Background: an optimization exercise with open tools, aiming at small area, a short achievable clock period and few clock cycles per item. Do not read the settings as production practice. RTL that was checked went through simulation tests only; none was proved equivalent to the original. No activity file was given, so power comes from the tool's default toggle rates.

== raven ==
==> module idt_frame_decoder, before the edit <==
module idt_frame_decoder (
    input  wire        clk,
    input  wire        rst,         
    input  wire        tailoff,     
    input  wire        in_valid,
    input  wire [7:0]  in_data,
    input  wire        in_last,
    output wire        in_ready,
    output reg         res_valid,
    output wire [31:0] res_info,    
    output wire [31:0] res_crc,     
    output wire [31:0] res_len,     
    output wire [31:0] res_addr,    
    output wire [8:0]  rx_track,    
    output wire [15:0] rx_cnt       
);
    localparam [2:0] C_OK = 3'd0, C_NO_DELIM = 3'd1, C_BAD_LEN = 3'd2,
                     C_BAD_CRC = 3'd3, C_BAD_COMPL = 3'd4, C_SEQ_ERR = 3'd5;
    localparam [1:0] T_NONE = 2'd0, T_HEAD = 2'd1, T_DATA = 2'd2, T_TAIL = 2'd3;
    function [15:0] crc_table;
        input [7:0] i;
        integer k;
        reg [15:0] r;
        begin
            r = {i, 8'h00};
            for (k = 0; k < 8; k = k + 1)
                r = r[15] ? ((r << 1) ^ 16'h1021) : (r << 1);
            crc_table = r;
        end
    endfunction
    function [15:0] crc_step;
        input [15:0] c;
        input [7:0]  b;
        begin
            crc_step = {c[7:0], 8'h00} ^ crc_table(c[15:8] ^ b);
        end
    endfunction
    reg         fresh;           
    reg  [10:0] q;
    reg         qz, qh;          
    reg         hd;              
    reg         da, ed;          
    reg         cs;              
    reg  [7:0]  n;               
    reg         co;              
    reg  [15:0] acc;             
    reg  [7:0]  d1, d2;          
    reg  [63:0] hl;              
    reg  [7:0]  rx_exp;
    reg         rx_inxfer;
    reg  [15:0] rx_count;
    reg         pend;            
    reg  [2:0]  r_code;
    reg  [1:0]  r_type;
    reg         k_crc, k_n, k_chk, k_hl;    
    reg         k_upd;           
    assign in_ready = !pend;
    assign rx_track = {rx_inxfer, rx_exp};
    assign rx_cnt   = rx_count;
    assign res_info = {5'd0, q, n, 1'b0, r_code, 2'b00, r_type};
    assign res_crc  = {acc, d2, d1};
    assign res_len  = hl[63:32];
    assign res_addr = hl[31:0];
    wire       accept = in_valid && !pend;
    wire       done   = accept && in_last;
    wire [7:0] b  = in_data;
    wire [7:0] bz = pend ? 8'h00 : in_data;    
    wire q_lo0 = qz;
    wire q_hi1 = qh;
    wire p1    = !fresh && q_hi1 && q[1:0] == 2'd0;
    wire p2    = !fresh && q_hi1 && q[1:0] == 2'd1;
    wire p3    = !fresh && q_hi1 && q[1:0] == 2'd2;
    wire p4    = !fresh && q_hi1 && q[1:0] == 2'd3;    
    wire over  = !fresh && q[10] && !q_hi1;            
    wire compl_ok  = hd || co;
    wire data_ok   = rx_inxfer && (n == rx_exp);
    wire tail_ok   = rx_inxfer && (tailoff ? (n == rx_exp) : (n == rx_count[7:0]));
    wire seq_ok    = hd || (da ? data_ok : tail_ok);
    wire crc_ok    = (acc == {d1, b});
    wire hd_n = fresh ? (b == 8'hFE) :
                p1    ? (hd && b == 8'h00) :
                p2    ? (hd && b == 8'hFF) :
                p3    ? (hd && b == 8'h01) : hd;
    wire da_n = fresh ? (b == 8'hDA) : da;
    wire ed_n = fresh ? (b == 8'hED) : ed;
    wire is_head = hd_n && !fresh && !p1 && !p2;       
    wire [1:0] v_type = over    ? T_NONE :
                        is_head ? T_HEAD : da_n ? T_DATA : ed_n ? T_TAIL : T_NONE;
    wire csx = cs && !fresh;                           
    wire [2:0] v_code = !csx       ? ((v_type == T_NONE && !over) ? C_NO_DELIM : C_BAD_LEN) :
                        !crc_ok    ? C_BAD_CRC :
                        !compl_ok  ? C_BAD_COMPL :
                        seq_ok     ? C_OK : C_SEQ_ERR;
    wire v_fld = csx && crc_ok && compl_ok;
    wire n13   = !fresh && q == 11'd7;                           
    wire n4    = p3;                                             
    wire ndat  = !fresh && (q_hi1 ? q[1] : !(q[10:0] >= 11'd1023));   
    wire cs_n  = hd_n ? n13 : da_n ? ndat : ed_n ? n4 : 1'b0;
    wire [11:4] p_hl;
    assign p_hl[4] = p4;
    genvar g;
    generate
        for (g = 5; g <= 11; g = g + 1) begin : g_phl
            assign p_hl[g] = !fresh && q_lo0 && q[2:0] == (g - 5);
        end
    endgenerate
    wire        clr_crc = pend && !k_crc;
    wire        clr_chk = pend && !k_chk;
    wire        en_acc  = (accept && (fresh || !in_last)) || clr_crc;
    wire [15:0] acc_d   = (fresh || pend) ? 16'h0000 : crc_step(acc, d1);
    wire        en_d    = accept || clr_crc;
    wire [7:0]  d2_d    = pend ? 8'h00 : d1;
    wire        en_q    = accept || clr_chk;
    wire [10:0] q_d     = pend ? 11'd0 : fresh ? 11'd2044 : q + 11'd1;
    wire        en_n    = (accept && p1) || (pend && !k_n);
    wire [63:0] en_hl;
    generate
        for (g = 4; g <= 11; g = g + 1) begin : g_enhl
            assign en_hl[(11-g)*8 +: 8] = {8{(accept && p_hl[g]) || (pend && !k_hl)}};
        end
    endgenerate
    wire [7:0] cnt_hi_inc = rx_count[15:8] + 8'd1;
    integer j;
    always @(posedge clk) begin
        if (en_acc)
            acc <= acc_d;
        if (en_d) begin
            d1 <= bz;
            d2 <= d2_d;
        end
        if (en_q) begin
            q  <= q_d;
            qz <= pend || (!fresh && ((qh && q[1:0] == 2'd3) || (qz && q[2:0] != 3'd7)));
            qh <= !pend && (fresh || (qh && q[1:0] != 2'd3));
        end
        if (en_n)
            n <= bz;
        for (j = 0; j < 8; j = j + 1)
            if (en_hl[j*8])
                hl[j*8 +: 8] <= bz;
        if (done) begin
            r_code <= v_code;
            r_type <= v_type;
        end
        k_crc  <= csx;
        k_n    <= v_fld && !hd;
        k_chk  <= v_fld && da;
        k_hl   <= v_fld && hd;
        k_upd  <= v_fld && seq_ok;
        if (accept) begin
            hd <= hd_n;
            da <= da_n;
            ed <= ed_n;
            cs <= cs_n;
            if (p2)
                co <= (b == ~n);
        end
        if (rst) begin
            fresh     <= 1'b1;
            pend      <= 1'b0;
            res_valid <= 1'b0;
            rx_exp    <= 8'd1;
            rx_inxfer <= 1'b0;
            rx_count  <= 16'd0;
        end else begin
            pend      <= done;
            res_valid <= pend;
            if (accept)
                fresh <= in_last;
            if (pend && k_upd) begin
                if (r_type == T_HEAD) begin
                    rx_exp    <= 8'd1;
                    rx_count  <= 16'd0;
                    rx_inxfer <= 1'b1;
                end else if (r_type == T_DATA) begin
                    rx_exp   <= rx_exp + 8'd1;
                    rx_count <= {(rx_exp == 8'd0) ? cnt_hi_inc : rx_count[15:8], rx_exp};
                end else begin
                    rx_inxfer <= 1'b0;
                end
            end
        end
    end
endmodule
clock: 4.0 ns
lec_check: 0
cap_margin: 20
core_margin: 2
core_utilization: 40
cts_buf_list: sky130_fd_sc_hd__clkbuf_8
setup_slack_margin: 2.0
slew_margin: 20
standard.sh (not shown) runs the stock make flow with config.mk's settings and CLKGATE_MAP_FILE= SYNTH_SCRIPT=/design/flow/synth_recipe.tcl, a recipe that flattens the netlist after the stock synthesis.
==> flow/flow/run.sh <==
#!/bin/bash
set -euo pipefail
bash standard.sh BUFFER_PORTS_ARGS="-buffer_cell sky130_fd_sc_hd__buf_1" finish > flow_make.log 2>&1
Testbench counts of raven, summed over its fixed seeds: cycles 135,708, bytes 135,489.
Setup changes, raven to xenon
--- a/flow/design.v
+++ b/flow/design.v
@@ -37,7 +37,6 @@
     endfunction
     reg         fresh;           
     reg  [10:0] q;
-    reg         qz, qh;          
     reg         hd;              
     reg         da, ed;          
     reg         cs;              
@@ -65,8 +64,8 @@
     wire       done   = accept && in_last;
     wire [7:0] b  = in_data;
     wire [7:0] bz = pend ? 8'h00 : in_data;    
-    wire q_lo0 = qz;
-    wire q_hi1 = qh;
+    wire q_lo0 = (q[10:3] == 8'h00);             
+    wire q_hi1 = (q[10:2] == 9'h1FF);            
     wire p1    = !fresh && q_hi1 && q[1:0] == 2'd0;
     wire p2    = !fresh && q_hi1 && q[1:0] == 2'd1;
     wire p3    = !fresh && q_hi1 && q[1:0] == 2'd2;
@@ -119,7 +118,6 @@
             assign en_hl[(11-g)*8 +: 8] = {8{(accept && p_hl[g]) || (pend && !k_hl)}};
         end
     endgenerate
-    wire [7:0] cnt_hi_inc = rx_count[15:8] + 8'd1;
     integer j;
     always @(posedge clk) begin
         if (en_acc)
@@ -128,11 +126,8 @@
             d1 <= bz;
             d2 <= d2_d;
         end
-        if (en_q) begin
-            q  <= q_d;
-            qz <= pend || (!fresh && ((qh && q[1:0] == 2'd3) || (qz && q[2:0] != 3'd7)));
-            qh <= !pend && (fresh || (qh && q[1:0] != 2'd3));
-        end
+        if (en_q)
+            q <= q_d;
         if (en_n)
             n <= bz;
         for (j = 0; j < 8; j = j + 1)
@@ -142,11 +137,13 @@
             r_code <= v_code;
             r_type <= v_type;
         end
-        k_crc  <= csx;
-        k_n    <= v_fld && !hd;
-        k_chk  <= v_fld && da;
-        k_hl   <= v_fld && hd;
-        k_upd  <= v_fld && seq_ok;
+        if (done) begin
+            k_crc  <= csx;
+            k_n    <= v_fld && !hd;
+            k_chk  <= v_fld && da;
+            k_hl   <= v_fld && hd;
+            k_upd  <= v_fld && seq_ok;
+        end
         if (accept) begin
             hd <= hd_n;
             da <= da_n;
@@ -174,7 +171,7 @@
                     rx_inxfer <= 1'b1;
                 end else if (r_type == T_DATA) begin
                     rx_exp   <= rx_exp + 8'd1;
-                    rx_count <= {(rx_exp == 8'd0) ? cnt_hi_inc : rx_count[15:8], rx_exp};
+                    rx_count <= {rx_count[15:8] + {7'd0, rx_exp == 8'd0}, rx_exp};
                 end else begin
                     rx_inxfer <= 1'b0;
                 end
==> notes.md <==
Taking raven as the reference, in xenon shortest period the worst path allows higher, combinational cell fraction of total power now sits lower, wire length essentially unchanged, cell area increased by 2.0% relative to the old numbers, cell area reported after detailed placement lost 83 um2.
Of raven and xenon, xenon shows the lower global-route wire length before repair, with raven above it.
NOTE synthesized cell area raven->xenon decreased slightly
Worst path setup slack after routing ends up lower on xenon.
Only the layout flow was run in xenon; the RTL was not checked for function there.

port drivers added, routing unchanged:
Ports are ideal in the flow. The routed layouts listed here were re-timed in OpenROAD.
Step 1: set_driving_cell puts a clkbuf_16 on clk and a buf_2 on each other input, an assumption about the parent block.
Step 2 times the ports against the registers' clock, not the clock port: input delays grow and output delays shrink by t, the midpoint of the rising clock arrivals with the driver on.
Slacks: ideal ports / drivers / drivers and shift; pairs: ideal ports / drivers.
run | shift t [ns] | setup WS [ns] | pins driven straight from the clock port
raven | 0.481 | 1.925 / 1.886 / 1.501 | 1
xenon | 0.496 | 1.909 / 1.886 / 1.594 | 1
After both steps setup and hold are still met in every run listed. For raven, which loses most, drivers alone change the setup slack by -0.039 ns; drivers and shift together by -0.424 ns.
